From an optimization exercise on the open Yosys and OpenROAD flow, aimed at small area, a short achievable clock period and few clock cycles; shortcuts taken in it are not production practice. The RTL was checked by simulation tests, not by an equivalence proof against the original design.

==> flow/design.v <==
module ptc_cvt (
    input  wire        clk,
    input  wire        rst,
    input  wire        in_valid,
    input  wire [27:0] in_v,
    input  wire        in_sel,
    input  wire [1:0]  in_dest,
    output wire        out_valid,
    output wire [1:0]  out_dest,
    output wire [31:0] out_f
);
    wire        sgn0 = in_v[27];
    wire [27:0] mag0 = sgn0 ? (28'd0 - in_v) : in_v;
    function [4:0] clz28(input [27:0] x);
        integer i;
        reg found;
        begin
            clz28 = 5'd0;
            found = 1'b0;
            for (i = 27; i >= 0; i = i - 1)
                if (!found && x[i]) begin
                    clz28 = 5'd27 - i[4:0];
                    found = 1'b1;
                end
        end
    endfunction
    wire [4:0]  lz0 = clz28(mag0);
    wire [27:0] n0  = mag0 << lz0;
    reg         v1, sgn1, zero1, sel1;
    reg  [1:0]  dst1;
    reg  [4:0]  lz1;
    reg  [27:0] n1;
    wire [59:0] prod;
    ptc_recip u_recip (.n(n1), .p(prod));
    wire [16:0] cd   = {5'd0, n1[27:16]} + {1'b0, n1[15:0]};
    wire        k65  = (cd >= 17'd65535);
    wire        st65 = (cd != 17'd0) && (cd != 17'd65535) && (cd != 17'd131070);
    wire [28:0] q65  = {1'b0, n1} + {17'd0, n1[27:16]} + {28'd0, k65};
    wire [28:0] qq   = sel1 ? q65 : {prod[59:33], 2'b00};
    wire        stx  = sel1 ? st65 : (prod[32:28] != 5'd0);
    wire        hi   = qq[28];
    wire [23:0] mant = hi ? qq[28:5] : qq[27:4];
    wire        g    = hi ? qq[4] : qq[3];
    wire        st   = (hi ? (qq[3:0] != 4'd0) : (qq[2:0] != 3'd0)) | stx;
    wire [24:0] mr   = {1'b0, mant} + {24'd0, g & (st | mant[0])};
    wire [7:0]  e0   = (sel1 ? 8'd138 : 8'd147) - {3'd0, lz1} + {7'd0, hi} + {7'd0, mr[24]};
    assign out_valid = v1;
    assign out_dest  = dst1;
    assign out_f = zero1 ? 32'd0 : {sgn1, e0, mr[24] ? 23'd0 : mr[22:0]};
    always @(posedge clk) begin
        if (rst) v1 <= 1'b0;
        else     v1 <= in_valid;
        sgn1 <= sgn0; zero1 <= (mag0 == 28'd0); sel1 <= in_sel; dst1 <= in_dest;
        lz1 <= lz0; n1 <= n0;
    end
endmodule
module ptc_recip (
    input  wire [27:0] n,
    output wire [59:0] p
);
    wire [27:0] ni = ~n;
    wire [37:0] rr_0 = {31'd0, ni[27:21]};
    wire [37:0] rr_1 = {26'd0, n[27:16]};
    wire [37:0] rr_2 = {23'd0, n[27:13]};
    wire [37:0] rr_3 = {21'd0, n[27:11]};
    wire [37:0] rr_4 = {16'd0, ni[27:6]};
    wire [37:0] rr_5 = {13'd0, ni[27:3]};
    wire [37:0] rr_6 = {11'd0, ni[27:1]};
    wire [37:0] rr_7 = {6'd0, n[27:0], 4'd0};
    wire [37:0] rr_8 = {3'd0, n[27:0], 7'd0};
    wire [37:0] rr_9 = {1'd0, n[27:0], 9'd0};
    wire [37:0] rr_k = 38'h3ff5bfff87;
    wire [37:0] rc0_0_s = rr_0 ^ rr_1 ^ rr_2;
    wire [37:0] rc0_0_c = {(rr_0[36:0] & rr_1[36:0]) | (rr_0[36:0] & rr_2[36:0]) | (rr_1[36:0] & rr_2[36:0]), 1'b0};
    wire [37:0] rc0_3_s = rr_3 ^ rr_4 ^ rr_5;
    wire [37:0] rc0_3_c = {(rr_3[36:0] & rr_4[36:0]) | (rr_3[36:0] & rr_5[36:0]) | (rr_4[36:0] & rr_5[36:0]), 1'b0};
    wire [37:0] rc0_6_s = rr_6 ^ rr_7 ^ rr_8;
    wire [37:0] rc0_6_c = {(rr_6[36:0] & rr_7[36:0]) | (rr_6[36:0] & rr_8[36:0]) | (rr_7[36:0] & rr_8[36:0]), 1'b0};
    wire [37:0] rc1_0_s = rc0_0_s ^ rc0_0_c ^ rc0_3_s;
    wire [37:0] rc1_0_c = {(rc0_0_s[36:0] & rc0_0_c[36:0]) | (rc0_0_s[36:0] & rc0_3_s[36:0]) | (rc0_0_c[36:0] & rc0_3_s[36:0]), 1'b0};
    wire [37:0] rc1_3_s = rc0_3_c ^ rc0_6_s ^ rc0_6_c;
    wire [37:0] rc1_3_c = {(rc0_3_c[36:0] & rc0_6_s[36:0]) | (rc0_3_c[36:0] & rc0_6_c[36:0]) | (rc0_6_s[36:0] & rc0_6_c[36:0]), 1'b0};
    wire [37:0] rc2_0_s = rc1_0_s ^ rc1_0_c ^ rc1_3_s;
    wire [37:0] rc2_0_c = {(rc1_0_s[36:0] & rc1_0_c[36:0]) | (rc1_0_s[36:0] & rc1_3_s[36:0]) | (rc1_0_c[36:0] & rc1_3_s[36:0]), 1'b0};
    wire [37:0] rc2_3_s = rc1_3_c ^ rr_9 ^ rr_k;
    wire [37:0] rc2_3_c = {(rc1_3_c[36:0] & rr_9[36:0]) | (rc1_3_c[36:0] & rr_k[36:0]) | (rr_9[36:0] & rr_k[36:0]), 1'b0};
    wire [37:0] rc3_0_s = rc2_0_s ^ rc2_0_c ^ rc2_3_s;
    wire [37:0] rc3_0_c = {(rc2_0_s[36:0] & rc2_0_c[36:0]) | (rc2_0_s[36:0] & rc2_3_s[36:0]) | (rc2_0_c[36:0] & rc2_3_s[36:0]), 1'b0};
    wire [37:0] rc4_0_s = rc3_0_s ^ rc3_0_c ^ rc2_3_c;
    wire [37:0] rc4_0_c = {(rc3_0_s[36:0] & rc3_0_c[36:0]) | (rc3_0_s[36:0] & rc2_3_c[36:0]) | (rc3_0_c[36:0] & rc2_3_c[36:0]), 1'b0};
    wire [37:0] ph = rc4_0_s + rc4_0_c;
    assign p = {ph, 22'd0};
endmodule
module pressure_temp_compensator (
    input  wire        clk,
    input  wire        rst,         
    input  wire        req_valid,
    input  wire        req_write,
    input  wire [5:0]  req_addr,    
    input  wire [31:0] req_wdata,
    output wire        req_ready,
    output wire [31:0] rdata
);
    localparam A_CMD = 6'd0, A_STATUS = 6'd1, A_CRC = 6'd2,
               A_D1 = 6'd12, A_D2 = 6'd13, A_BASELINE = 6'd20,
               A_TEMP_I = 6'd24, A_PRES_I = 6'd25, A_TEMP_F = 6'd26, A_PRES_F = 6'd27,
               A_HT_TEMP_N = 6'd28, A_HT_HUM_N = 6'd29, A_HT_TEMP_F = 6'd30,
               A_HT_HUM_F = 6'd31;
    localparam E_OK = 4'd0, E_CAL = 4'd1, E_CALINV = 4'd2, E_FRAME = 4'd3,
               E_BASE = 4'd4, E_NOPRES = 4'd5, E_ILLEGAL = 4'd6;
    localparam W = 52;
    reg [15:0] coef0, coef1, coef2, coef3, coef4, coef5, coef6;
    reg [23:0] d1, d2;
    reg [7:0]  frame0, frame1, frame2, frame3, frame4, frame5;
    reg [31:0] baseline;
    reg        cal_valid, pt_valid, ht_valid, alt_valid, t_crc_ok, h_crc_ok, wlock;
    reg [3:0]  err;
    reg [3:0]  crc4_calc, crc4_stored;
    reg [7:0]  crc8_t, crc8_h;
    reg [19:0] temp_i;           
    reg [27:0] pres_i;           
    reg [31:0] temp_f, pres_f;
    reg [24:0] ht_temp_n;        
    reg [22:0] ht_hum_n;
    reg [31:0] ht_temp_f, ht_hum_f;
    reg        pt_pend, pend_ti, pend_pi, pend_tf, pend_pf, pend_htf, pend_hhf;
    reg        j_t, j_p, j_ht, j_hh;
    function [3:0] crc4(input [15:0] c0, input [15:0] c1, input [15:0] c2,
                        input [15:0] c3, input [15:0] c4, input [15:0] c5,
                        input [15:0] c6);
        reg [127:0] stream;
        reg [15:0]  r;
        integer k, b;
        begin
            stream = {c0 & 16'h0FFF, c1, c2, c3, c4, c5, c6, 16'h0000};
            r = 16'h0000;
            for (k = 0; k < 16; k = k + 1) begin
                r = r ^ {8'h00, stream[127 - 8*k -: 8]};
                for (b = 0; b < 8; b = b + 1)
                    r = r[15] ? ((r << 1) ^ 16'h3000) : (r << 1);
            end
            crc4 = r[15:12];
        end
    endfunction
    function [7:0] crc8(input [7:0] b0, input [7:0] b1);
        reg [7:0] r;
        integer b;
        begin
            r = 8'hFF ^ b0;
            for (b = 0; b < 8; b = b + 1)
                r = r[7] ? ((r << 1) ^ 8'h31) : (r << 1);
            r = r ^ b1;
            for (b = 0; b < 8; b = b + 1)
                r = r[7] ? ((r << 1) ^ 8'h31) : (r << 1);
            crc8 = r;
        end
    endfunction
    wire [3:0] crc4_now   = crc4(coef0, coef1, coef2, coef3, coef4, coef5, coef6);
    wire [7:0] crc8_t_now = crc8(frame0, frame1);
    wire [7:0] crc8_h_now = crc8(frame3, frame4);
    wire       t_ok_now   = (crc8_t_now == frame2);
    wire       h_ok_now   = (crc8_h_now == frame5);
    wire base_ok = !baseline[31] && (baseline[30:23] != 8'hFF) && (baseline[30:0] != 31'd0);
    wire busy = pt_pend | pend_tf | pend_pf | pend_htf | pend_hhf;
    reg  rd_block;
    always @(*) begin
        case (req_addr)
            A_TEMP_I:    rd_block = pend_ti;
            A_PRES_I:    rd_block = pend_pi;
            A_TEMP_F:    rd_block = pend_tf;
            A_PRES_F:    rd_block = pend_pf;
            A_HT_TEMP_F: rd_block = pend_htf;
            A_HT_HUM_F:  rd_block = pend_hhf;
            default:     rd_block = 1'b0;
        endcase
    end
    assign req_ready = req_write ? !busy : !rd_block;
    wire accept = req_valid && req_ready;
    wire wr     = accept && req_write;
    wire cmd_wr = wr && (req_addr == A_CMD);
    wire pt_go  = cmd_wr && (req_wdata == 32'd2) && cal_valid;
    wire ht_cmd = cmd_wr && (req_wdata == 32'd3);
    wire ht_go  = ht_cmd && t_ok_now && h_ok_now;
    reg [31:0] rd_mux;
    always @(*) begin
        case (req_addr)
            A_STATUS:    rd_mux = {20'd0, err, 1'b0, wlock, h_crc_ok, t_crc_ok,
                                   alt_valid, ht_valid, pt_valid, cal_valid};
            A_CRC:       rd_mux = {8'd0, crc8_h, crc8_t, crc4_stored, crc4_calc};
            6'd4:        rd_mux = {16'd0, coef0};
            6'd5:        rd_mux = {16'd0, coef1};
            6'd6:        rd_mux = {16'd0, coef2};
            6'd7:        rd_mux = {16'd0, coef3};
            6'd8:        rd_mux = {16'd0, coef4};
            6'd9:        rd_mux = {16'd0, coef5};
            6'd10:       rd_mux = {16'd0, coef6};
            A_D1:        rd_mux = {8'd0, d1};
            A_D2:        rd_mux = {8'd0, d2};
            6'd14:       rd_mux = {24'd0, frame0};
            6'd15:       rd_mux = {24'd0, frame1};
            6'd16:       rd_mux = {24'd0, frame2};
            6'd17:       rd_mux = {24'd0, frame3};
            6'd18:       rd_mux = {24'd0, frame4};
            6'd19:       rd_mux = {24'd0, frame5};
            A_BASELINE:  rd_mux = baseline;
            A_TEMP_I:    rd_mux = {{12{temp_i[19]}}, temp_i};
            A_PRES_I:    rd_mux = {{4{pres_i[27]}}, pres_i};
            A_TEMP_F:    rd_mux = temp_f;
            A_PRES_F:    rd_mux = pres_f;
            A_HT_TEMP_N: rd_mux = {{7{ht_temp_n[24]}}, ht_temp_n};
            A_HT_HUM_N:  rd_mux = {9'd0, ht_hum_n};
            A_HT_TEMP_F: rd_mux = ht_temp_f;
            A_HT_HUM_F:  rd_mux = ht_hum_f;
            default:     rd_mux = 32'd0;      
        endcase
    end
    assign rdata = rd_mux;
    wire        wr_d1   = wr && (req_addr == A_D1);
    wire        wr_d2   = wr && (req_addr == A_D2);
    wire        wr_coef = wr && (req_addr >= 6'd4) && (req_addr <= 6'd10);
    wire        wr_c5   = wr && (req_addr == 6'd9) && !cal_valid;
    wire [23:0] d2_nx   = wr_d2 ? req_wdata[23:0] : d2;
    wire [15:0] c5_nx   = wr_c5 ? req_wdata[15:0] : coef5;
    reg  [24:0] dT_r;
    reg  [3:0]  ph;              
    reg  [17:0] qt_r;            
    reg  [38:0] x_r;             
    reg  [38:0] s_r;             
    reg  [39:0] n_r;             
    wire low1 = qt_r[17];                        
    wire low2 = ($signed(qt_r) < -18'sd3500);    
    wire dT_neg = dT_r[24];
    wire dT_pos = !dT_r[24] && (dT_r != 25'd0);
    wire signed [22:0] ta23 = {{5{qt_r[17]}}, qt_r};
    wire signed [22:0] bs_nx = low2 ? ((ta23 <<< 4) + (ta23 <<< 3) + (ta23 <<< 1) + ta23 + 23'sd154000)
                                    : ((ta23 <<< 2) + ta23);
    wire signed [22:0] bo_nx = low2 ? ((ta23 <<< 4) + (ta23 <<< 1) + ta23 + 23'sd98000)
                                    : ((ta23 <<< 2) + ta23);
    reg  [24:0]  ma;
    reg  [25:0]  mb;
    reg          mneg;
    reg  [W-1:0] mz1, mz2, mk;
    wire [W-1:0] mr;
    always @(*) begin
        ma = dT_r; mb = 26'd0; mneg = 1'b0; mz1 = {W{1'b0}}; mz2 = {W{1'b0}}; mk = {W{1'b0}};
        case (ph)
        4'd0: begin      
            mb  = {10'd0, coef6};
            mz1 = dT_neg ? 52'd8388607 : 52'd0;
        end
        4'd1: begin      
            mb   = low1 ? {dT_r[24], dT_r} : 26'd0;
            mneg = 1'b1;
            mz1  = {{3{qt_r[17]}}, qt_r, 31'd0};
            mk   = {10'd0, 11'd2000, 31'd0} + (low1 ? 52'h7FFFFFFF : 52'd0);
        end
        4'd2: begin      
            ma  = {{2{x_r[22]}}, x_r[22:0]};
            mb  = {{8{qt_r[17]}}, qt_r};
            mz1 = low2 ? (52'd269500000 - {50'd0, qt_r[0], 1'b0}) : 52'd0;
        end
        4'd3: begin      
            mb  = {10'd0, coef3};
            mz1 = {13'd0, coef1, 23'd0} + (dT_neg ? 52'd127 : 52'd0) + {51'd0, low1};
            mz2 = low1 ? ~{7'd0, x_r[37:0], 7'd0} : 52'd0;
        end
        4'd4: begin      
            ma  = {{2{n_r[22]}}, n_r[22:0]};
            mb  = {{8{qt_r[17]}}, qt_r};
            mz1 = low2 ? 52'd171500000 : 52'd0;
        end
        4'd5: begin      
            mb   = {10'd0, coef4};
            mneg = 1'b1;
            mz1  = {7'd0, (low1 ? x_r : 39'd0), (dT_pos ? 6'd63 : 6'd0)};
            mz2  = ~{13'd0, coef2, 23'd0};
            mk   = 52'd1;
        end
        4'd6: begin      
            ma = {1'b0, d1};
            mb = {7'd0, s_r[18:0]};
        end
        default: begin   
            ma  = {1'b0, d1};
            mb  = {{6{s_r[38]}}, s_r[38:19]};
            mz1 = {27'd0, x_r[24:0]};
            mz2 = {{10{n_r[39]}}, n_r, 2'd0};
        end
        endcase
    end
    ptc_mul u_mul (.a(ma), .b(mb), .neg(mneg), .z1(mz1), .z2(mz2), .k(mk), .r(mr));
    wire [15:0] raw_t = {frame0, frame1};
    wire [15:0] raw_h = {frame3, frame4};
    wire signed [24:0] nt_nx  = $signed({9'd0, raw_t} * 25'd175) - 25'sd2949075;
    wire signed [24:0] nh_lin = $signed({9'd0, raw_h} * 25'd125) - 25'sd393210;
    wire [22:0] nh_nx = nh_lin[24] ? 23'd0 :
                        (nh_lin > 25'sd6553500) ? 23'd6553500 : nh_lin[22:0];
    wire        cv_in_valid = j_t | j_p | j_ht | j_hh;
    reg  [27:0] cv_in_v;
    reg  [1:0]  cv_in_dest;
    always @(*) begin
        if (j_t)       begin cv_in_v = {{8{temp_i[19]}}, temp_i};       cv_in_dest = 2'd0; end
        else if (j_p)  begin cv_in_v = pres_i;                          cv_in_dest = 2'd1; end
        else if (j_ht) begin cv_in_v = {{3{ht_temp_n[24]}}, ht_temp_n}; cv_in_dest = 2'd2; end
        else           begin cv_in_v = {5'd0, ht_hum_n};                cv_in_dest = 2'd3; end
    end
    wire        cv_out_valid;
    wire [1:0]  cv_out_dest;
    wire [31:0] cv_out_f;
    ptc_cvt u_cvt (
        .clk(clk), .rst(rst), .in_valid(cv_in_valid), .in_v(cv_in_v),
        .in_sel(cv_in_dest[1]), .in_dest(cv_in_dest),
        .out_valid(cv_out_valid), .out_dest(cv_out_dest), .out_f(cv_out_f)
    );
    reg  [3:0] ph_nx;
    always @(*) begin
        case (ph)
            4'd0:    ph_nx = mr[40] ? 4'd1 : 4'd3;
            4'd3:    ph_nx = low1 ? 4'd4 : 4'd5;
            default: ph_nx = ph + 4'd1;
        endcase
    end
    wire temp_step   = (ph == 4'd1) || (ph == 4'd3 && !low1);
    wire temp_commit = temp_step && (pt_pend || pt_go);
    wire [19:0] temp_val = (ph == 4'd1) ? mr[50:31] : ({{2{qt_r[17]}}, qt_r} + 20'd2000);
    wire pres_commit = (ph == 4'd7) && pt_pend;
    always @(posedge clk) begin
        dT_r <= rst ? 25'd0 : ({1'b0, d2_nx} - {1'b0, c5_nx, 8'd0});
        if (ph == 4'd0) qt_r <= mr[40:23];
        case (ph)
            4'd1: x_r <= {{16{bs_nx[22]}}, bs_nx};
            4'd2: x_r <= {1'b0, mr[39:2]};   
            4'd4: x_r <= mr[39:1];           
            4'd6: x_r <= {14'd0, mr[43:19]};
            default: ;
        endcase
        if (ph == 4'd3) s_r <= mr[45:7];
        case (ph)
            4'd1: n_r <= {{17{bo_nx[22]}}, bo_nx};
            4'd5: n_r <= mr[45:6];
            default: ;
        endcase
        if (rst) begin
            coef0 <= 16'd0; coef1 <= 16'd0; coef2 <= 16'd0; coef3 <= 16'd0;
            coef4 <= 16'd0; coef5 <= 16'd0; coef6 <= 16'd0;
            d1 <= 24'd0; d2 <= 24'd0;
            frame0 <= 8'd0; frame1 <= 8'd0; frame2 <= 8'd0;
            frame3 <= 8'd0; frame4 <= 8'd0; frame5 <= 8'd0;
            baseline <= 32'd0;
            cal_valid <= 1'b0; pt_valid <= 1'b0; ht_valid <= 1'b0; alt_valid <= 1'b0;
            t_crc_ok <= 1'b0; h_crc_ok <= 1'b0; wlock <= 1'b0;
            err <= E_OK;
            crc4_calc <= 4'd0; crc4_stored <= 4'd0; crc8_t <= 8'd0; crc8_h <= 8'd0;
            temp_i <= 20'd0; pres_i <= 28'd0; temp_f <= 32'd0; pres_f <= 32'd0;
            ht_temp_n <= 25'd0; ht_hum_n <= 23'd0; ht_temp_f <= 32'd0; ht_hum_f <= 32'd0;
            ph <= 4'd8;
            pt_pend <= 1'b0; pend_ti <= 1'b0; pend_pi <= 1'b0; pend_tf <= 1'b0;
            pend_pf <= 1'b0; pend_htf <= 1'b0; pend_hhf <= 1'b0;
            j_t <= 1'b0; j_p <= 1'b0; j_ht <= 1'b0; j_hh <= 1'b0;
        end else begin
            if (wr_d1 || wr_d2 || wr_coef)
                ph <= 4'd0;
            else if (pt_go)
                ph <= (ph <= 4'd1 || temp_step) ? ph_nx : 4'd0;
            else if (ph != 4'd8)
                ph <= ph_nx;
            if (j_t)       j_t  <= 1'b0;
            else if (j_p)  j_p  <= 1'b0;
            else if (j_ht) j_ht <= 1'b0;
            else if (j_hh) j_hh <= 1'b0;
            if (temp_commit) begin
                temp_i  <= temp_val;
                pend_ti <= 1'b0;
                j_t     <= 1'b1;
            end
            if (pres_commit) begin
                pres_i  <= mr[44:17];
                pt_pend <= 1'b0;
                pend_pi <= 1'b0;
                j_p     <= 1'b1;
            end
            if (cv_out_valid) begin
                case (cv_out_dest)
                    2'd0: begin temp_f    <= cv_out_f; pend_tf  <= 1'b0; end
                    2'd1: begin pres_f    <= cv_out_f; pend_pf  <= 1'b0; end
                    2'd2: begin ht_temp_f <= cv_out_f; pend_htf <= 1'b0; end
                    default: begin ht_hum_f <= cv_out_f; pend_hhf <= 1'b0; end
                endcase
            end
            if (wr) begin
                case (req_addr)
                A_CMD: begin
                    if (req_wdata == 32'd1) begin
                        crc4_calc   <= crc4_now;
                        crc4_stored <= coef0[15:12];
                        if (crc4_now == coef0[15:12]) begin
                            cal_valid <= 1'b1;
                            err <= E_OK;
                        end else begin
                            cal_valid <= 1'b0;
                            err <= E_CAL;
                        end
                    end else if (req_wdata == 32'd2) begin
                        if (!cal_valid) begin
                            pt_valid <= 1'b0;
                            err <= E_CALINV;
                        end else begin
                            pt_valid <= 1'b1;
                            err <= E_OK;
                            pt_pend <= 1'b1;
                            pend_ti <= !temp_step;
                            pend_pi <= 1'b1;
                            pend_tf <= 1'b1;
                            pend_pf <= 1'b1;
                        end
                    end else if (req_wdata == 32'd3) begin
                        crc8_t   <= crc8_t_now;
                        crc8_h   <= crc8_h_now;
                        t_crc_ok <= t_ok_now;
                        h_crc_ok <= h_ok_now;
                        if (!(t_ok_now && h_ok_now)) begin
                            ht_valid <= 1'b0;
                            err <= E_FRAME;
                        end else begin
                            ht_temp_n <= nt_nx;
                            ht_hum_n  <= nh_nx;
                            ht_valid  <= 1'b1;
                            err       <= E_OK;
                            pend_htf  <= 1'b1;
                            pend_hhf  <= 1'b1;
                            j_ht      <= 1'b1;
                            j_hh      <= 1'b1;
                        end
                    end else if (req_wdata == 32'd4) begin
                        if (!pt_valid) begin
                            alt_valid <= 1'b0;
                            err <= E_NOPRES;
                        end else if (!base_ok) begin
                            alt_valid <= 1'b0;
                            err <= E_BASE;
                        end else begin
                            alt_valid <= 1'b1;
                            err <= E_OK;
                        end
                    end else begin
                        err <= E_ILLEGAL;
                    end
                end
                6'd4:  if (cal_valid) wlock <= 1'b1; else coef0 <= req_wdata[15:0];
                6'd5:  if (cal_valid) wlock <= 1'b1; else coef1 <= req_wdata[15:0];
                6'd6:  if (cal_valid) wlock <= 1'b1; else coef2 <= req_wdata[15:0];
                6'd7:  if (cal_valid) wlock <= 1'b1; else coef3 <= req_wdata[15:0];
                6'd8:  if (cal_valid) wlock <= 1'b1; else coef4 <= req_wdata[15:0];
                6'd9:  if (cal_valid) wlock <= 1'b1; else coef5 <= req_wdata[15:0];
                6'd10: if (cal_valid) wlock <= 1'b1; else coef6 <= req_wdata[15:0];
                A_D1: d1 <= req_wdata[23:0];
                A_D2: d2 <= req_wdata[23:0];
                6'd14: frame0 <= req_wdata[7:0];
                6'd15: frame1 <= req_wdata[7:0];
                6'd16: frame2 <= req_wdata[7:0];
                6'd17: frame3 <= req_wdata[7:0];
                6'd18: frame4 <= req_wdata[7:0];
                6'd19: frame5 <= req_wdata[7:0];
                A_BASELINE: baseline <= req_wdata;
                default: ;
                endcase
            end
        end
    end
endmodule
module ptc_mul (
    input  wire [24:0] a,
    input  wire [25:0] b,
    input  wire        neg,
    input  wire [51:0] z1,
    input  wire [51:0] z2,
    input  wire [51:0] k,
    output wire [51:0] r
);
    wire [26:0] ax = {a[24], a, 1'b0};
    wire [26:0] bx = {b[25], b};
    wire a2_0 = ax[2], a1_0 = ax[1], a0_0 = ax[0];
    wire one_0 = a1_0 ^ a0_0;
    wire two_0 = (a2_0 & ~a1_0 & ~a0_0) | (~a2_0 & a1_0 & a0_0);
    wire s_0 = a2_0 ^ neg;
    wire [26:0] pp_0 = ({27{one_0}} & bx | {27{two_0}} & {bx[25:0], 1'b0}) ^ {27{s_0}};
    wire [51:0] row_0 = {25'd0, ~pp_0[26], pp_0[25:0]};
    wire a2_1 = ax[4], a1_1 = ax[3], a0_1 = ax[2];
    wire one_1 = a1_1 ^ a0_1;
    wire two_1 = (a2_1 & ~a1_1 & ~a0_1) | (~a2_1 & a1_1 & a0_1);
    wire s_1 = a2_1 ^ neg;
    wire [26:0] pp_1 = ({27{one_1}} & bx | {27{two_1}} & {bx[25:0], 1'b0}) ^ {27{s_1}};
    wire [51:0] row_1 = {23'd0, ~pp_1[26], pp_1[25:0], 2'd0};
    wire a2_2 = ax[6], a1_2 = ax[5], a0_2 = ax[4];
    wire one_2 = a1_2 ^ a0_2;
    wire two_2 = (a2_2 & ~a1_2 & ~a0_2) | (~a2_2 & a1_2 & a0_2);
    wire s_2 = a2_2 ^ neg;
    wire [26:0] pp_2 = ({27{one_2}} & bx | {27{two_2}} & {bx[25:0], 1'b0}) ^ {27{s_2}};
    wire [51:0] row_2 = {21'd0, ~pp_2[26], pp_2[25:0], 4'd0};
    wire a2_3 = ax[8], a1_3 = ax[7], a0_3 = ax[6];
    wire one_3 = a1_3 ^ a0_3;
    wire two_3 = (a2_3 & ~a1_3 & ~a0_3) | (~a2_3 & a1_3 & a0_3);
    wire s_3 = a2_3 ^ neg;
    wire [26:0] pp_3 = ({27{one_3}} & bx | {27{two_3}} & {bx[25:0], 1'b0}) ^ {27{s_3}};
    wire [51:0] row_3 = {19'd0, ~pp_3[26], pp_3[25:0], 6'd0};
    wire a2_4 = ax[10], a1_4 = ax[9], a0_4 = ax[8];
    wire one_4 = a1_4 ^ a0_4;
    wire two_4 = (a2_4 & ~a1_4 & ~a0_4) | (~a2_4 & a1_4 & a0_4);
    wire s_4 = a2_4 ^ neg;
    wire [26:0] pp_4 = ({27{one_4}} & bx | {27{two_4}} & {bx[25:0], 1'b0}) ^ {27{s_4}};
    wire [51:0] row_4 = {17'd0, ~pp_4[26], pp_4[25:0], 8'd0};
    wire a2_5 = ax[12], a1_5 = ax[11], a0_5 = ax[10];
    wire one_5 = a1_5 ^ a0_5;
    wire two_5 = (a2_5 & ~a1_5 & ~a0_5) | (~a2_5 & a1_5 & a0_5);
    wire s_5 = a2_5 ^ neg;
    wire [26:0] pp_5 = ({27{one_5}} & bx | {27{two_5}} & {bx[25:0], 1'b0}) ^ {27{s_5}};
    wire [51:0] row_5 = {15'd0, ~pp_5[26], pp_5[25:0], 10'd0};
    wire a2_6 = ax[14], a1_6 = ax[13], a0_6 = ax[12];
    wire one_6 = a1_6 ^ a0_6;
    wire two_6 = (a2_6 & ~a1_6 & ~a0_6) | (~a2_6 & a1_6 & a0_6);
    wire s_6 = a2_6 ^ neg;
    wire [26:0] pp_6 = ({27{one_6}} & bx | {27{two_6}} & {bx[25:0], 1'b0}) ^ {27{s_6}};
    wire [51:0] row_6 = {13'd0, ~pp_6[26], pp_6[25:0], 12'd0};
    wire a2_7 = ax[16], a1_7 = ax[15], a0_7 = ax[14];
    wire one_7 = a1_7 ^ a0_7;
    wire two_7 = (a2_7 & ~a1_7 & ~a0_7) | (~a2_7 & a1_7 & a0_7);
    wire s_7 = a2_7 ^ neg;
    wire [26:0] pp_7 = ({27{one_7}} & bx | {27{two_7}} & {bx[25:0], 1'b0}) ^ {27{s_7}};
    wire [51:0] row_7 = {11'd0, ~pp_7[26], pp_7[25:0], 14'd0};
    wire a2_8 = ax[18], a1_8 = ax[17], a0_8 = ax[16];
    wire one_8 = a1_8 ^ a0_8;
    wire two_8 = (a2_8 & ~a1_8 & ~a0_8) | (~a2_8 & a1_8 & a0_8);
    wire s_8 = a2_8 ^ neg;
    wire [26:0] pp_8 = ({27{one_8}} & bx | {27{two_8}} & {bx[25:0], 1'b0}) ^ {27{s_8}};
    wire [51:0] row_8 = {9'd0, ~pp_8[26], pp_8[25:0], 16'd0};
    wire a2_9 = ax[20], a1_9 = ax[19], a0_9 = ax[18];
    wire one_9 = a1_9 ^ a0_9;
    wire two_9 = (a2_9 & ~a1_9 & ~a0_9) | (~a2_9 & a1_9 & a0_9);
    wire s_9 = a2_9 ^ neg;
    wire [26:0] pp_9 = ({27{one_9}} & bx | {27{two_9}} & {bx[25:0], 1'b0}) ^ {27{s_9}};
    wire [51:0] row_9 = {7'd0, ~pp_9[26], pp_9[25:0], 18'd0};
    wire a2_10 = ax[22], a1_10 = ax[21], a0_10 = ax[20];
    wire one_10 = a1_10 ^ a0_10;
    wire two_10 = (a2_10 & ~a1_10 & ~a0_10) | (~a2_10 & a1_10 & a0_10);
    wire s_10 = a2_10 ^ neg;
    wire [26:0] pp_10 = ({27{one_10}} & bx | {27{two_10}} & {bx[25:0], 1'b0}) ^ {27{s_10}};
    wire [51:0] row_10 = {5'd0, ~pp_10[26], pp_10[25:0], 20'd0};
    wire a2_11 = ax[24], a1_11 = ax[23], a0_11 = ax[22];
    wire one_11 = a1_11 ^ a0_11;
    wire two_11 = (a2_11 & ~a1_11 & ~a0_11) | (~a2_11 & a1_11 & a0_11);
    wire s_11 = a2_11 ^ neg;
    wire [26:0] pp_11 = ({27{one_11}} & bx | {27{two_11}} & {bx[25:0], 1'b0}) ^ {27{s_11}};
    wire [51:0] row_11 = {3'd0, ~pp_11[26], pp_11[25:0], 22'd0};
    wire a2_12 = ax[26], a1_12 = ax[25], a0_12 = ax[24];
    wire one_12 = a1_12 ^ a0_12;
    wire two_12 = (a2_12 & ~a1_12 & ~a0_12) | (~a2_12 & a1_12 & a0_12);
    wire s_12 = a2_12 ^ neg;
    wire [26:0] pp_12 = ({27{one_12}} & bx | {27{two_12}} & {bx[25:0], 1'b0}) ^ {27{s_12}};
    wire [51:0] row_12 = {1'd0, ~pp_12[26], pp_12[25:0], 24'd0};
    wire [51:0] srow = {1'b0, 1'b0, 1'b0, 1'b0, 1'b0, 1'b0, 1'b0, 1'b0, 1'b0, 1'b0, 1'b0, 1'b0, 1'b0, 1'b0, 1'b0, 1'b0, 1'b0, 1'b0, 1'b0, 1'b0, 1'b0, 1'b0, 1'b0, 1'b0, 1'b0, 1'b0, 1'b0, s_12, 1'b0, s_11, 1'b0, s_10, 1'b0, s_9, 1'b0, s_8, 1'b0, s_7, 1'b0, s_6, 1'b0, s_5, 1'b0, s_4, 1'b0, s_3, 1'b0, s_2, 1'b0, s_1, 1'b0, s_0};
    wire [51:0] krow = k + 52'haaaaaac000000;
    wire [51:0] cs0_0_s = row_0 ^ row_1 ^ row_2;
    wire [51:0] cs0_0_c = {(row_0[50:0] & row_1[50:0]) | (row_0[50:0] & row_2[50:0]) | (row_1[50:0] & row_2[50:0]), 1'b0};
    wire [51:0] cs0_3_s = row_3 ^ row_4 ^ row_5;
    wire [51:0] cs0_3_c = {(row_3[50:0] & row_4[50:0]) | (row_3[50:0] & row_5[50:0]) | (row_4[50:0] & row_5[50:0]), 1'b0};
    wire [51:0] cs0_6_s = row_6 ^ row_7 ^ row_8;
    wire [51:0] cs0_6_c = {(row_6[50:0] & row_7[50:0]) | (row_6[50:0] & row_8[50:0]) | (row_7[50:0] & row_8[50:0]), 1'b0};
    wire [51:0] cs0_9_s = row_9 ^ row_10 ^ row_11;
    wire [51:0] cs0_9_c = {(row_9[50:0] & row_10[50:0]) | (row_9[50:0] & row_11[50:0]) | (row_10[50:0] & row_11[50:0]), 1'b0};
    wire [51:0] cs0_12_s = row_12 ^ srow ^ z1;
    wire [51:0] cs0_12_c = {(row_12[50:0] & srow[50:0]) | (row_12[50:0] & z1[50:0]) | (srow[50:0] & z1[50:0]), 1'b0};
    wire [51:0] cs1_0_s = cs0_0_s ^ cs0_0_c ^ cs0_3_s;
    wire [51:0] cs1_0_c = {(cs0_0_s[50:0] & cs0_0_c[50:0]) | (cs0_0_s[50:0] & cs0_3_s[50:0]) | (cs0_0_c[50:0] & cs0_3_s[50:0]), 1'b0};
    wire [51:0] cs1_3_s = cs0_3_c ^ cs0_6_s ^ cs0_6_c;
    wire [51:0] cs1_3_c = {(cs0_3_c[50:0] & cs0_6_s[50:0]) | (cs0_3_c[50:0] & cs0_6_c[50:0]) | (cs0_6_s[50:0] & cs0_6_c[50:0]), 1'b0};
    wire [51:0] cs1_6_s = cs0_9_s ^ cs0_9_c ^ cs0_12_s;
    wire [51:0] cs1_6_c = {(cs0_9_s[50:0] & cs0_9_c[50:0]) | (cs0_9_s[50:0] & cs0_12_s[50:0]) | (cs0_9_c[50:0] & cs0_12_s[50:0]), 1'b0};
    wire [51:0] cs1_9_s = cs0_12_c ^ z2 ^ krow;
    wire [51:0] cs1_9_c = {(cs0_12_c[50:0] & z2[50:0]) | (cs0_12_c[50:0] & krow[50:0]) | (z2[50:0] & krow[50:0]), 1'b0};
    wire [51:0] cs2_0_s = cs1_0_s ^ cs1_0_c ^ cs1_3_s;
    wire [51:0] cs2_0_c = {(cs1_0_s[50:0] & cs1_0_c[50:0]) | (cs1_0_s[50:0] & cs1_3_s[50:0]) | (cs1_0_c[50:0] & cs1_3_s[50:0]), 1'b0};
    wire [51:0] cs2_3_s = cs1_3_c ^ cs1_6_s ^ cs1_6_c;
    wire [51:0] cs2_3_c = {(cs1_3_c[50:0] & cs1_6_s[50:0]) | (cs1_3_c[50:0] & cs1_6_c[50:0]) | (cs1_6_s[50:0] & cs1_6_c[50:0]), 1'b0};
    wire [51:0] cs3_0_s = cs2_0_s ^ cs2_0_c ^ cs2_3_s;
    wire [51:0] cs3_0_c = {(cs2_0_s[50:0] & cs2_0_c[50:0]) | (cs2_0_s[50:0] & cs2_3_s[50:0]) | (cs2_0_c[50:0] & cs2_3_s[50:0]), 1'b0};
    wire [51:0] cs3_3_s = cs2_3_c ^ cs1_9_s ^ cs1_9_c;
    wire [51:0] cs3_3_c = {(cs2_3_c[50:0] & cs1_9_s[50:0]) | (cs2_3_c[50:0] & cs1_9_c[50:0]) | (cs1_9_s[50:0] & cs1_9_c[50:0]), 1'b0};
    wire [51:0] cs4_0_s = cs3_0_s ^ cs3_0_c ^ cs3_3_s;
    wire [51:0] cs4_0_c = {(cs3_0_s[50:0] & cs3_0_c[50:0]) | (cs3_0_s[50:0] & cs3_3_s[50:0]) | (cs3_0_c[50:0] & cs3_3_s[50:0]), 1'b0};
    wire [51:0] cs5_0_s = cs4_0_s ^ cs4_0_c ^ cs3_3_c;
    wire [51:0] cs5_0_c = {(cs4_0_s[50:0] & cs4_0_c[50:0]) | (cs4_0_s[50:0] & cs3_3_c[50:0]) | (cs4_0_c[50:0] & cs3_3_c[50:0]), 1'b0};
    assign r = cs5_0_s + cs5_0_c;
endmodule
==> flow/run.sh <==
#!/bin/bash
# synth_recipe.tcl (not shown) runs the flow's synth.tcl, then flattens the netlist and writes it again
# the make line also repeats each setting of config.mk as NAME=value (left out here)
make -C /OpenROAD-flow-scripts/flow DESIGN_CONFIG=/design/flow/config.mk WORK_HOME=/design/flow/orfs CLKGATE_MAP_FILE= SYNTH_SCRIPT=/design/flow/synth_recipe.tcl finish
==> flow/config.mk <==
export PLATFORM = sky130hd
export DESIGN_NAME = pressure_temp_compensator
export DESIGN_NICKNAME = pressure_temp_compensator
export VERILOG_FILES = /design/flow/design.v
export SDC_FILE = /design/flow/constraint.sdc
export NUM_CORES = 4
export LEC_CHECK = 0
export CAP_MARGIN = 20
export CORE_MARGIN = 2
export CORE_UTILIZATION = 40
export PLACE_DENSITY = 0.6
export SETUP_SLACK_MARGIN = 5
export SLEW_MARGIN = 20
==> flow/constraint.sdc <==
create_clock -name core_clock -period 15.0 [get_ports {clk}]
set_input_delay 3.0000 -clock core_clock [delete_from_list [all_inputs] [get_ports {clk}]]
set_output_delay 3.0000 -clock core_clock [all_outputs]
set_load 0.01 [all_outputs]
==> impl_results.md, run 1 <==
* Result of the run: no timing/DRC/antenna violations
* Setup Skew at around 0.030 ns
* Final net count at between 10,000 and 15,000
* Final Critical Period at 9.91 ns
* CP Max Fanout at 8
* Register area share after synthesis at 20.6%
* Proportion of synthesized flip-flops having asynchronous set or reset at 0%
* Minimum setup slack in the final design at ~5.1 ns
* TritonCTS buffer count at 84
* Number of iterations in the first detailed-routing pass at 6
* CTS tree: built
* IO Port Bufs at 74
* Vias per cell at 6.08
* Die height at approximately 440 um
* 1st-iter DRT viols at a little under 10,000
* Number of different library cells in the post-synthesis netlist at 94
* Critical hold path startpoint: ht_hum_f[24]
* Remaining Overflow, GRT at 0
* Pin count of the biggest net entering global routing at roughly 160
* Endpoint of the worst hold-timing path: ht_hum_f[24]
* Number of antenna violations at the first check in global routing at 21
* Net count of the mapped netlist at ~10,000
* # clock sinks at 712
* Maximum count of clock buffers along a single path at 3
* Unrepaired setup endpoints after global routing: true
* Endpoint required time on the critical path at roughly 12 ns
* Post-Syn Area per Cell at around 8.6 um2
* Predominant post-synthesis flop cell: sky130_fd_sc_hd__dfxtp_1
* Hold buffer count at CTS at 0
* Post-Synthesis Cell Area at 76,000 um2
* Reg-to-Reg End: x_r[37]
* Final weighted congestion of routability-driven global placement at between 1 and 1.5
* Critical path endpoint category: primary output
* Leading cell type in the layout, fill and taps excluded: sky130_fd_sc_hd__nand2_1
* Initial Utilization at between 40% and 50%
* Highest-count cells in the layout ignoring fill and taps: sky130_fd_sc_hd__nand2_1, sky130_fd_sc_hd__inv_1, sky130_fd_sc_hd__fa_1
* Part of the cycle the worst path needs at between 60% and 70%
* Buffer cell driving the clock tree root: sky130_fd_sc_hd__clkbuf_16
* Worst setup slack for register-to-register paths at ~5.2 ns
* Detailed placement HPWL at 245,000 um
* Number of I/O pins at 75
* Core Box Area at around 190,000 um2
* Hold path depth at 2
* Count of unresolved DRC violations after routing at 0
* Worst-Skew Late Latency at slightly above 0.7 ns
* Final sum of negative setup slack at 0 ns
* Horiz. Die Dim at 440 um
* Area of the die at a little under 200,000 um2
* Max Clk Rate at around 0.10 GHz
* Cell row count at roughly 160
* Kind of critical path: primary input to primary output
* Hold/Removal Path Class: register to register
* Final setup violating endpoints at 0
* Final Hold Viols at 0
* Post-route antenna net violation count at 0
* Count of flip-flops with a built-in enable after synthesis at 136
* Reg2Reg Depth at 32
* Biggest area contributors in the synthesized netlist: sky130_fd_sc_hd__fa_1, sky130_fd_sc_hd__dfxtp_1, sky130_fd_sc_hd__ha_1
* Worst Max-Slew Pin Slew at around 1.2 ns
* Element type at the critical path start: primary input
* Wirelength, routed at about 330,000 um
* Reg-to-Reg Start: ph[0]
* Clock-pin slew on the worst setup and hold paths at 0.06 ns
* Pre-CTS worst setup slack at ~2.8 ns
* Growth of design area from synthesis to finish at 12.5%
* Number of H-tree levels at 3
* Average routed wire per standard cell at 28.6 um
* Slew HR at 17.1%
* Wire length of the first global-routing pass at about 470,000 um
* Total routing resource utilization after global routing at approximately a third
* Data arrival time of the worst path at between 6 and 7 ns
* Synthesized instance count at just under 9,000
* Library cell occupying the most area in the post-synthesis netlist: sky130_fd_sc_hd__fa_1
* Total number of vias at between 60,000 and 70,000
* Ratio of cells with drive above 1 in the final layout at ~9%
* Reported max-cap violation count at 0
* Via count of the first global-routing pass at roughly 67,000
* Synth top area share at 17.9%
* #FFs+latches synth at approximately 710
* Max-slew violation total from the final report at 0
* Number of synthesis warnings at 2
[registers in the layout, summed over array words and instances (netlist names), 28 cells and up]
register	count
u_cvt.n1	28
baseline	32
s_r	39
temp_f	32
x_r	39
pres_i	28
n_r	40
ht_temp_f	32
pres_f	32
ht_hum_f	32
[cells by family after synthesis]
| logic type | Yosys count | synth area share, % |
|---|---|---|
| flip-flops | 712 | 20.6 |
| XOR/XNOR | 855 | 10.5 |
| buffers and inverters | 1532 | 7.62 |
| adder cells (fa/ha/maj) | 1290 | 27.9 |
| AO/OA/AOI/OAI | 2064 | 17.9 |
| multiplexers | 176 | 2.39 |
| other | 1 | 0.00494 |
| AND/OR/NAND/NOR | 2246 | 13.0 |
[layer usage]
metal / GRT usage (%) / up-vias / wire, um
li1: - / 30169 / -
met1: 45.1 / 34226 / 131000
met2: 48.6 / 4211 / 137000
met3: 7.65 / 911 / 37800
met4: 17.0 / 10 / 21200
met5: 0.323 / - / 150
[cell usage after synthesis (71+ instances only)]
library cell,n
sky130_fd_sc_hd__fa_1,679
sky130_fd_sc_hd__dfxtp_1,576
sky130_fd_sc_hd__a221oi_1,91
sky130_fd_sc_hd__a22oi_1,452
sky130_fd_sc_hd__clkbuf_1,456
sky130_fd_sc_hd__o21ai_0,244
sky130_fd_sc_hd__ha_1,609
sky130_fd_sc_hd__nand2_1,1092
sky130_fd_sc_hd__xor2_1,157
sky130_fd_sc_hd__nand3_1,171
sky130_fd_sc_hd__a21oi_1,670
sky130_fd_sc_hd__xnor2_1,657
sky130_fd_sc_hd__nor3_1,90
sky130_fd_sc_hd__inv_1,1030
sky130_fd_sc_hd__edfxtp_1,136
sky130_fd_sc_hd__mux2i_1,133
sky130_fd_sc_hd__a22o_1,86
sky130_fd_sc_hd__a21o_1,71
sky130_fd_sc_hd__nor2_1,505
[per-stage QoR]
| stage | std cells | util, % | cell area [um2] | hold WS, ns |
|---|---|---|---|---|
| 2_1_floorplan | 8876 | - | 76000 | 0.431 |
| 3_3_place_gp | 11140 | 42.5 | 80100 | 0.441 |
| 3_5_place_dp | 11143 | 42.6 | 80100 | 0.447 |
| 4_1_cts | 11359 | 44.8 | 84300 | 0.455 |
| 5_1_grt | 11431 | 45.4 | 85500 | 0.471 |
| 6_report | 11436 | 45.4 | 85500 | 0.457 |
[final cells by class]
type                            count  area, um2
Fill cell                       18483     103000
Multi-Input combinational cell   6639      56300
Sequential cell                   712      15700
Inverter                         1037       3930
Timing Repair Buffer              382       3550
Tap cell                         2495       3120
Clock buffer                      119       2560
Clock inverter                     37        383
Antenna cell                       12       30.0
Timing Repair inverter              3       17.5
[worst max path at each step]
stage,start,to,slack (ns)
4_1_cts,ph[0],temp_i[19],5.02
6_report,req_addr[1],rdata[4],5.09
3_5_place_dp,ph[0],n_r[36],2.76
3_3_place_gp,ph[0],temp_i[19],2.49
2_1_floorplan,u_cvt.n1[15],ht_hum_f[29],5.06
5_1_grt,u_cvt.n1[6],temp_f[28],4.90
[critical path: stages]
cell and delay, ns:
sky130_fd_sc_hd__clkdlybuf4s50_1 0.62, sky130_fd_sc_hd__nand2b_1 0.38, sky130_fd_sc_hd__or2_2 0.40, sky130_fd_sc_hd__nor3_1 0.79
sky130_fd_sc_hd__buf_4 0.33, sky130_fd_sc_hd__a22o_1 0.25, sky130_fd_sc_hd__a221oi_1 0.08, sky130_fd_sc_hd__nand3_1 0.15
sky130_fd_sc_hd__nor2_1 0.06, sky130_fd_sc_hd__nand4_1 0.24, sky130_fd_sc_hd__clkdlybuf4s50_1 0.61
[timing repair]
action / CTS / global route
hold endpoints to repair: 0 / 0
gates resized for setup: 160 / 155
setup buffers: 52 / 55
setup endpoints to repair: 280 / 131
pin swaps: 24 / 46
gates cloned: 8 / 6
Testbench counts, summed over its fixed seeds: cycles 4,839.
==> run 2, diff against run 1 <==
--- a/flow/design.v
+++ b/flow/design.v
@@ -125,3 +125,3 @@
     reg [31:0] ht_temp_f, ht_hum_f;
-    reg        pt_pend, pend_ti, pend_pi, pend_tf, pend_pf, pend_htf, pend_hhf;
+    reg        pt_pend, pend_ti, pend_pi, pend_tf, pend_pf, pend_htn, pend_hhn, pend_htf, pend_hhf;
     reg        j_t, j_p, j_ht, j_hh;
@@ -171,2 +171,4 @@
             A_PRES_F:    rd_block = pend_pf;
+            A_HT_TEMP_N: rd_block = pend_htn;
+            A_HT_HUM_N:  rd_block = pend_hhn;
             A_HT_TEMP_F: rd_block = pend_htf;
@@ -234,6 +236,6 @@
     wire signed [22:0] ta23 = {{5{qt_r[17]}}, qt_r};
-    wire signed [22:0] bs_nx = low2 ? ((ta23 <<< 4) + (ta23 <<< 3) + (ta23 <<< 1) + ta23 + 23'sd154000)
-                                    : ((ta23 <<< 2) + ta23);
-    wire signed [22:0] bo_nx = low2 ? ((ta23 <<< 4) + (ta23 <<< 1) + ta23 + 23'sd98000)
-                                    : ((ta23 <<< 2) + ta23);
+    wire        bsel  = (ph == 4'd1);
+    wire signed [22:0] bx_nx = (low2 ? (ta23 <<< 4) : 23'sd0) + ((low2 && bsel) ? (ta23 <<< 3) : 23'sd0)
+                             + (low2 ? 23'sd0 : (ta23 <<< 2)) + (low2 ? (ta23 <<< 1) : 23'sd0) + ta23
+                             + (low2 ? (bsel ? 23'sd154000 : 23'sd98000) : 23'sd0);
     reg  [24:0]  ma;
@@ -282,3 +284,3 @@
         end
-        default: begin   
+        4'd7: begin      
             ma  = {1'b0, d1};
@@ -288,2 +290,13 @@
         end
+        4'd9: begin      
+            ma  = {9'd0, frame0, frame1};
+            mb  = 26'd175;
+            mz1 = -52'sd2949075;
+        end
+        4'd10: begin     
+            ma  = {9'd0, frame3, frame4};
+            mb  = 26'd125;
+            mz1 = -52'sd393210;
+        end
+        default: ;
         endcase
@@ -291,8 +304,4 @@
     ptc_mul u_mul (.a(ma), .b(mb), .neg(mneg), .z1(mz1), .z2(mz2), .k(mk), .r(mr));
-    wire [15:0] raw_t = {frame0, frame1};
-    wire [15:0] raw_h = {frame3, frame4};
-    wire signed [24:0] nt_nx  = $signed({9'd0, raw_t} * 25'd175) - 25'sd2949075;
-    wire signed [24:0] nh_lin = $signed({9'd0, raw_h} * 25'd125) - 25'sd393210;
-    wire [22:0] nh_nx = nh_lin[24] ? 23'd0 :
-                        (nh_lin > 25'sd6553500) ? 23'd6553500 : nh_lin[22:0];
+    wire [22:0] nh_nx = mr[W-1] ? 23'd0 :
+                        (mr[24:0] > 25'd6553500) ? 23'd6553500 : mr[22:0];
     wire        cv_in_valid = j_t | j_p | j_ht | j_hh;
@@ -319,2 +328,3 @@
             4'd3:    ph_nx = low1 ? 4'd4 : 4'd5;
+            4'd10:   ph_nx = 4'd8;
             default: ph_nx = ph + 4'd1;
@@ -330,3 +340,3 @@
         case (ph)
-            4'd1: x_r <= {{16{bs_nx[22]}}, bs_nx};
+            4'd1: x_r <= {{16{bx_nx[22]}}, bx_nx};
             4'd2: x_r <= {1'b0, mr[39:2]};   
@@ -338,3 +348,3 @@
         case (ph)
-            4'd1: n_r <= {{17{bo_nx[22]}}, bo_nx};
+            4'd2: n_r <= {{17{bx_nx[22]}}, bx_nx};
             4'd5: n_r <= mr[45:6];
@@ -357,3 +367,3 @@
             pt_pend <= 1'b0; pend_ti <= 1'b0; pend_pi <= 1'b0; pend_tf <= 1'b0;
-            pend_pf <= 1'b0; pend_htf <= 1'b0; pend_hhf <= 1'b0;
+            pend_pf <= 1'b0; pend_htn <= 1'b0; pend_hhn <= 1'b0; pend_htf <= 1'b0; pend_hhf <= 1'b0;
             j_t <= 1'b0; j_p <= 1'b0; j_ht <= 1'b0; j_hh <= 1'b0;
@@ -362,2 +372,4 @@
                 ph <= 4'd0;
+            else if (ht_go)
+                ph <= 4'd9;
             else if (pt_go)
@@ -375,2 +387,12 @@
             end
+            if (ph == 4'd9) begin
+                ht_temp_n <= mr[24:0];
+                pend_htn  <= 1'b0;
+                j_ht      <= 1'b1;
+            end
+            if (ph == 4'd10) begin
+                ht_hum_n  <= nh_nx;
+                pend_hhn  <= 1'b0;
+                j_hh      <= 1'b1;
+            end
             if (pres_commit) begin
@@ -424,4 +446,4 @@
                         end else begin
-                            ht_temp_n <= nt_nx;
-                            ht_hum_n  <= nh_nx;
+                            pend_htn  <= 1'b1;
+                            pend_hhn  <= 1'b1;
                             ht_valid  <= 1'b1;
@@ -430,4 +452,2 @@
                             pend_hhf  <= 1'b1;
-                            j_ht      <= 1'b1;
-                            j_hh      <= 1'b1;
                         end
==> run 2 against run 1 <==
Against the previous run: still clean on timing, DRC and antenna; first-iteration DRC count is 5.0% higher; sequential share of layout area is 1.7 points higher; synthesized cell count is 6.6% lower; highest routed layer unchanged.
==> impl_results.md, run 2 <==
* Synth top area share at 16.8% (-1.1 points)
* Area of the die at 177,000 um2 (-8.6%)
* Final weighted congestion of routability-driven global placement at 1.06 (+2.0%)
* Critical hold path startpoint: ht_temp_f[25]
* Area of all placed cells without fillers at 78,600 um2 (-8.1%)
* Final Critical Period at 9.97 ns (+0.0563 ns)
* Leading post-synthesis cells by instance count: sky130_fd_sc_hd__nand2_1, sky130_fd_sc_hd__inv_1, sky130_fd_sc_hd__a21oi_1
* Critical path endpoint category: register
* Crit path max-delay family: adder cells
* Max-slew violation total from the final report at 0 (unchanged)
* Post-layout util at 45.7% (+0.28 points)
* Post-Syn Area per Cell at 8.37 um2 (-2.2%)
* Reg-to-Reg Start: ph[1]
* Wirelength, routed at 319,000 um (-2.5%)
* Proportion of synthesized flip-flops having asynchronous set or reset at 0% (unchanged)
* Part of the cycle the worst path needs at 66.5% (+0.38 points)
* # clock sinks at 714 (+0.28%)
* 1st-iter DRT viols at 10,142 (+5.0%)
* Remaining Overflow, GRT at 0 (unchanged)
* Total routing resource utilization after global routing at 35.0% (+2.0 points)
* CP bufs+invs at 9 (+6)
* Die height at 420 um (-4.4%)
* Number of antenna violations at the first check in global routing at 37 (+76%)
* Growth of design area from synthesis to finish at 13.3%
* CP Max Fanout at 26 (+18)
* Placed cell area at 73,100 um2 (-8.8%)
* Result of the run: no timing/DRC/antenna violations
* Endpoint required time on the critical path at 15.47 ns (+3.47 ns)
* Average routed wire per standard cell at 30.0 um (+5.0%)
* Reg-to-Reg End: x_r[12]
* Number of H-tree levels at 3 (unchanged)
* Count leader, synth: sky130_fd_sc_hd__nand2_1
* Register area share after synthesis at 22.6% (+2.0 points)
* Registers with the most flip-flops: n_r: 40 flops, s_r: 39 flops, x_r: 39 flops
* Max FFs per register at 40 (unchanged)
* Count of flip-flops with a built-in enable after synthesis at 136 (unchanged)
* Library cell occupying the most area in the post-synthesis netlist: sky130_fd_sc_hd__fa_1
* Leading cell type in the layout, fill and taps excluded: sky130_fd_sc_hd__nand2_1
* Worst setup slack for register-to-register paths at 5.03 ns (-0.16 ns)
* Final Hold Viols at 0 (unchanged)
* Setup Skew at 0.0729 ns (+0.0429 ns)
* Total number of vias at 66,098 (-4.9%)
* Worst-Skew Late Latency at 0.73 ns (+0.02 ns)
* Worst path slowest cell: sky130_fd_sc_hd__xnor2_2
* Reg2Reg Depth at 38 (+19%)
* Endpoint of the worst hold-timing path: ht_temp_f[25]
* Net count of the mapped netlist at 9,326 (-8.6%)
* Number of I/O pins at 75 (unchanged)
* Predominant post-synthesis flop cell: sky130_fd_sc_hd__dfxtp_1
* Post-Synthesis Cell Area at 69,400 um2 (-8.7%)
* Via count of the first global-routing pass at 62,219 (-7.7%)
* Core Box Area at 172,000 um2 (-8.6%)
* Post-route antenna net violation count at 0 (unchanged)
* Data arrival time of the worst path at 10.43 ns (+3.52 ns)
* TritonCTS buffer count at 80 (-4.8%)
* Synthesized instance count at 8,287 (-6.6%)
* Initial Utilization at 40.4% (about the same)
* CTS tree: built
* Highest-count cells in the layout ignoring fill and taps: sky130_fd_sc_hd__nand2_1, sky130_fd_sc_hd__inv_1, sky130_fd_sc_hd__a21oi_1
* Hold buffer count at CTS at 0 (unchanged)
* Final setup violating endpoints at 0 (unchanged)
* Slew HR at 7.71% (-9.4 points)
* Number of iterations in the first detailed-routing pass at 14 (+8)
* Wire length of the first global-routing pass at 450,000 um (-4.6%)
* Number of filler cells placed in the layout at 16,909 (-8.5%)
* Final net count at 9,261 (-9.1%)
* Vias per cell at 6.23 (+2.4%)
* Kind of critical path: register to register
* Cell row count at 152 (-4.4%)
* Final sum of negative setup slack at 0 ns (unchanged)
* Horiz. Die Dim at 420 um (-4.4%)
* IO Port Bufs at 74 (unchanged)
* Worst Max-Slew Pin Slew at 1.38 ns (+0.160 ns)
* Detailed placement HPWL at 238,000 um (-2.8%)
* CP dominant cell by count: sky130_fd_sc_hd__fa_1
* Biggest area contributors in the synthesized netlist: sky130_fd_sc_hd__fa_1, sky130_fd_sc_hd__dfxtp_1, sky130_fd_sc_hd__ha_1
* Hold/Removal Path Class: register to register
* Element type at the critical path start: register
* Reported max-cap violation count at 0 (unchanged)
* Ratio of cells with drive above 1 in the final layout at 9.63% (+0.41 points)
* Delay of the slowest cell on the worst path at 0.89 ns (+0.10 ns)
* Buffer cell driving the clock tree root: sky130_fd_sc_hd__clkbuf_16
* Maximum count of clock buffers along a single path at 3 (unchanged)
* Count of unresolved DRC violations after routing at 0 (unchanged)
* #FFs+latches synth at 714 (+0.28%)
* Pin count of the biggest net entering global routing at 92 (-41%)
* Max Clk Rate at 0.100 GHz (-0.57%)
* Biggest register: n_r
* Number of different library cells in the post-synthesis netlist at 110 (+17%)
* Hold path depth at 2 (unchanged)
* Unrepaired setup endpoints after global routing: true
* Number of synthesis warnings at 2 (unchanged)
* Clock-pin slew on the worst setup and hold paths at 0.06 ns (about the same)
[run 2: area by class of cell]
class / instances / area [um2] / area share [%]
multi-input cells: 6152 / 49900 / 63.5
flip-flops and latches: 714 / 15700 / 20.0
repair buffers: 376 / 3720 / 4.73
diodes: 20 / 50.0 / 0.0637
clock inverters: 36 / 586 / 0.745
clock buffers: 111 / 2310 / 2.94
inverters: 898 / 3420 / 4.35
well taps: 2310 / 2890 / 3.68
[run 2: cells by family (layout without fill, tap and decap cells)]
logic type / Yosys count / in the layout / synth area share, %
AND/OR/NAND/NOR: 2218 / 2218 / 14.1
AO/OA/AOI/OAI: 2004 / 2004 / 19.0
buffers and inverters: 1421 / 1421 / 7.78
adder cells (fa/ha/maj): 997 / 997 / 24.3
XOR/XNOR: 810 / 810 / 10.5
flip-flops: 714 / 714 / 22.6
multiplexers: 122 / 122 / 1.80
other: 1 / 21 / 0.00541
[run 2: per-stage QoR]
stage,hold slack [ns],instances,setup slack (ns)
after floorplan,0.432,8287,5.16
after global placement,0.439,10350,2.26
after detailed placement,0.446,10352,2.74
after CTS,0.454,10522,5.01
after global routing,0.467,10597,4.82
final,0.454,10617,5.03
[run 2: timing repair]
item / in CTS / in global routing
cloned: 1 / 10
hold endpoints to repair: 0 / 0
resized for setup: 172 / 199
pin swaps: 9 / 38
buffers inserted: 22 / 63
setup endpoints to repair: 301 / 157
[run 2: metal layers]
layer	share of wire [%]	wire length [um]	track usage, %
met1	37	119000	44.7
met2	42	134000	51.4
met3	13	41200	11.3
met4	7.6	24300	21.0
met5	0.096	306	0.333
[run 2: how the worst max path moves through the flow]
stage | from | endpoint | slack, ns | depth (start not counted)
detailed placement | ph[2] | ht_hum_n[1] | 2.74 | 35
floorplan | u_cvt.n1[12] | ht_hum_f[29] | 5.16 | 42
CTS | ph[2] | x_r[31] | 5.01 | 37
global route | ph[1] | x_r[12] | 4.82 | 36
global placement | ph[2] | ht_hum_n[20] | 2.26 | 34
finish | ph[1] | x_r[12] | 5.03 | 38
[run 2: worst min-delay path, stage by stage, from the launching register on]
cell and delay (ns):
sky130_fd_sc_hd__dfxtp_1 0.31, sky130_fd_sc_hd__nand2_1 0.05, sky130_fd_sc_hd__a21oi_1 0.05
Testbench counts of run 2, summed over its fixed seeds: cycles 4,839.
==> run 3, diff against run 2 <==
--- a/flow/config.mk
+++ b/flow/config.mk
@@ -9,4 +9,4 @@
 export CORE_MARGIN = 2
-export CORE_UTILIZATION = 40
-export PLACE_DENSITY = 0.6
+export CORE_UTILIZATION = 50
+export PLACE_DENSITY = 0.68
 export SETUP_SLACK_MARGIN = 5
==> run 3 against run 2 <==
Against the previous run: largest cell class unchanged; critical endpoint is now temp_i[19]; still clean on timing, DRC and antenna; setup slack got worse by 0.0031 ns; critical path type unchanged; global-route usage rose by 8.0 points.
==> impl_results.md, run 3 <==
* Wire length of the first global-routing pass at 445,000 um (-1.0%)
* Highest-count cells in the layout ignoring fill and taps: sky130_fd_sc_hd__nand2_1, sky130_fd_sc_hd__inv_1, sky130_fd_sc_hd__a21oi_1
* Endpoint required time on the critical path at 15.65 ns (+0.18 ns)
* Pre-CTS worst setup slack at 2.44 ns (-0.300 ns)
* Biggest area contributors in the synthesized netlist: sky130_fd_sc_hd__fa_1, sky130_fd_sc_hd__dfxtp_1, sky130_fd_sc_hd__ha_1
* Crit path max-delay family: adder cells
* Final weighted congestion of routability-driven global placement at 1.07 (+1.2%)
* Buffer cell driving the clock tree root: sky130_fd_sc_hd__clkbuf_16
* Hold path depth at 2 (unchanged)
* Final Critical Period at 9.97 ns (+0.00314 ns)
* Die height at 376 um (-10%)
* Kind of critical path: register to register
* Final setup violating endpoints at 0 (unchanged)
* Hold buffer count at CTS at 0 (unchanged)
* Reg2Reg Depth at 35 (-7.9%)
* Critical path endpoint category: register
* Total routing resource utilization after global routing at 43.1% (+8.0 points)
* Number of H-tree levels at 3 (unchanged)
* Area of all placed cells without fillers at 78,400 um2 (-0.24%)
* Predominant post-synthesis flop cell: sky130_fd_sc_hd__dfxtp_1
* #FFs+latches synth at 714 (unchanged)
* Pin count of the biggest net entering global routing at 186 (+100%)
* Post-Syn Area per Cell at 8.37 um2 (unchanged)
* CP Max Fanout at 43 (+65%)
* Post-route antenna net violation count at 0 (unchanged)
* Worst path slowest cell: sky130_fd_sc_hd__fa_1
* Wirelength, routed at 314,000 um (-1.5%)
* Delay of the slowest cell on the worst path at 0.59 ns (-0.30 ns)
* Max Clk Rate at 0.100 GHz (about the same)
* Post-layout util at 56.9% (+11 points)
* CTS tree: built
* 1st-iter DRT viols at 11,057 (+9.0%)
* Number of I/O pins at 75 (unchanged)
* Number of synthesis warnings at 2 (unchanged)
* Max FFs per register at 40 (unchanged)
* Slew HR at 17.0% (+9.3 points)
* Hold/Removal Path Class: register to register
* Clock-pin slew on the worst setup and hold paths at 0.07 ns (about the same)
* Number of iterations in the first detailed-routing pass at 11 (-3)
* Count leader, synth: sky130_fd_sc_hd__nand2_1
* # clock sinks at 714 (unchanged)
* Proportion of synthesized flip-flops having asynchronous set or reset at 0% (unchanged)
* Detailed placement HPWL at 234,000 um (-1.8%)
* Cell row count at 136 (-11%)
* Leading cell type in the layout, fill and taps excluded: sky130_fd_sc_hd__nand2_1
* Count of non-filler cells in the finished layout at 10,151 (-4.4%)
* Data arrival time of the worst path at 10.62 ns (+0.19 ns)
* IO Port Bufs at 74 (unchanged)
* Reported max-cap violation count at 0 (unchanged)
* Unrepaired setup endpoints after global routing: false
* TritonCTS buffer count at 77 (-3.8%)
* Horiz. Die Dim at 376 um (-10%)
* Result of the run: no timing/DRC/antenna violations
* Setup Skew at 0.0608 ns (-0.0121 ns)
* Synthesized instance count at 8,287 (unchanged)
* Average routed wire per standard cell at 30.9 um (+3.0%)
* Dpl cells at 9,842 (-4.9%)
* Placed cell area at 72,400 um2 (-0.88%)
* Worst Max-Slew Pin Slew at 1.24 ns (-0.148 ns)
* CP bufs+invs at 6 (-3)
* Final net count at 9,317 (+0.60%)
* Worst slack on hold paths at 0.454 ns (-0.000315 ns)
* Via count of the first global-routing pass at 62,916 (+1.1%)
* Maximum count of clock buffers along a single path at 3 (unchanged)
* Initial Utilization at 50.4% (+10 points)
* Count of flip-flops with a built-in enable after synthesis at 136 (unchanged)
* Ratio of cells with drive above 1 in the final layout at 10.2% (+0.57 points)
* Growth of design area from synthesis to finish at 13.0%
* Register area share after synthesis at 22.6% (unchanged)
* Number of antenna violations at the first check in global routing at 30 (-19%)
* Number of different library cells in the post-synthesis netlist at 110 (unchanged)
* Max-slew violation total from the final report at 0 (unchanged)
* Final sum of negative setup slack at 0 ns (unchanged)
* Net count of the mapped netlist at 9,326 (unchanged)
* Element type at the critical path start: register
* Core Box Area at 138,000 um2 (-20%)
* Count of unresolved DRC violations after routing at 0 (unchanged)
* Part of the cycle the worst path needs at 66.5% (about the same)
* Worst-Skew Late Latency at 0.72 ns (about the same)
* Minimum setup slack in the final design at 5.03 ns (-0.00314 ns)
* Leading post-synthesis cells by instance count: sky130_fd_sc_hd__nand2_1, sky130_fd_sc_hd__inv_1, sky130_fd_sc_hd__a21oi_1
* Registers with the most flip-flops: n_r: 40 flops, s_r: 39 flops, x_r: 39 flops
* Final Hold Viols at 0 (unchanged)
* CP dominant cell by count: sky130_fd_sc_hd__fa_1
* Synth top area share at 16.8% (unchanged)
* Remaining Overflow, GRT at 0 (unchanged)
* Biggest register: n_r
* Area of the die at 142,000 um2 (-20%)
* Total number of vias at 67,448 (+2.0%)
* CP Depth at 35 (-7.9%)
* Vias per cell at 6.64 (+6.7%)
* Post-Synthesis Cell Area at 69,400 um2 (unchanged)
* Library cell occupying the most area in the post-synthesis netlist: sky130_fd_sc_hd__fa_1
-- run 3: cell types whose count changed in the layout (fill, tap and decap cells not counted), moves of 6 or more --
cell                        change
sky130_fd_sc_hd__buf_12         +6
sky130_fd_sc_hd__xnor2_1        +8
sky130_fd_sc_hd__nand2_1        -6
sky130_fd_sc_hd__a21oi_1        -7
sky130_fd_sc_hd__xnor2_2       -11
sky130_fd_sc_hd__xnor2_4        +7
sky130_fd_sc_hd__a21oi_4        +6
sky130_fd_sc_hd__nor2_1         -6
sky130_fd_sc_hd__clkbuf_16      -7
sky130_fd_sc_hd__nand2_2        +6
sky130_fd_sc_hd__buf_4         +47
sky130_fd_sc_hd__nor2_4         +6
-- run 3: final timing paths --
path	from	to	slack [ns]
worst min-delay path	ht_temp_f[24]	ht_temp_f[24]	0.45
worst min register to register	ht_temp_f[24]	ht_temp_f[24]	0.45
worst max register to register	ph[0]	temp_i[19]	5.03
worst max-delay path	ph[0]	temp_i[19]	5.03
-- run 3: cell type report --
type	instances	area, um2
fillers	12403	59300
flip-flops and latches	714	15700
clock buffers	108	2200
inverters	898	3410
multi-input cells	6163	50200
diodes	17	42.5
well taps	1794	2240
repair buffers	424	4140
clock inverters	33	433
-- run 3: cell families after synthesis --
family	synth area share [%]
simple gates	14.1
flops	22.6
other cells	0.00541
fa+ha+maj	24.3
buf+inv	7.78
mux	1.80
xor+xnor	10.5
compound gates	19.0
-- run 3: worst reg2reg max path: cells and delay by family, from the launching register on --
kind / cells / cell delay, ns
AND/OR/NAND/NOR: 3 / 0.61
adder cells (fa/ha/maj): 8 / 3.60
AO/OA/AOI/OAI: 16 / 3.62
XOR/XNOR: 2 / 0.50
flip-flops: 1 / 0.38
buffers and inverters: 6 / 1.20
-- run 3: what timing repair did --
item                       4_1_cts  5_1_grt
resized for setup              186      214
setup endpoints to repair      331      170
pin swaps                       21       44
gates cloned                    11        8
setup buffers                   64       68
-- run 3: routing by layer --
metal / vias to the layer above / GRT usage, % / part of all wire [%]
li1: 28318 / - / -
met4: 28 / 24.6 / 7.6
met5: - / 0.172 / 0.062
met3: 1212 / 15.2 / 15
met1: 32771 / 56.4 / 37
met2: 5119 / 61.2 / 41

-- static timing again, ports no longer ideal --
How much do the figures lean on ideal ports? The routed layouts below were timed once more, with nothing changed but the port constraints.
Step 1 assumes that a clkbuf_16 drives the clock port and a buf_2 every other input.
Step 2 adds t to the input delays and takes it off the output delays; t is the mean of the earliest and latest rising clock arrival at the registers after step 1. Input paths then give back, and output paths get back, about the clock's delay inside the block.
a / b / c = no drivers / after step 1 / after step 2; a / b = the first two.
run	t, ns	setup slack, ns	hold slack, ns	worst setup path at the end	latest minus earliest clock arrival (ns)
run 1	0.778	5.087 / 5.066 / 4.752	0.457 / 0.457 / 0.457	input to register	0.031 / 0.031
run 2	0.762	5.030 / 5.030 / 5.030	0.454 / 0.454 / 0.454	register to register	0.077 / 0.077
run 3	0.758	5.027 / 5.027 / 5.015	0.454 / 0.454 / 0.454	input to register	0.063 / 0.063
After both steps setup and hold are still met in every run listed. For run 1, which loses most, drivers alone change the setup slack by -0.021 ns; drivers and shift together by -0.335 ns.
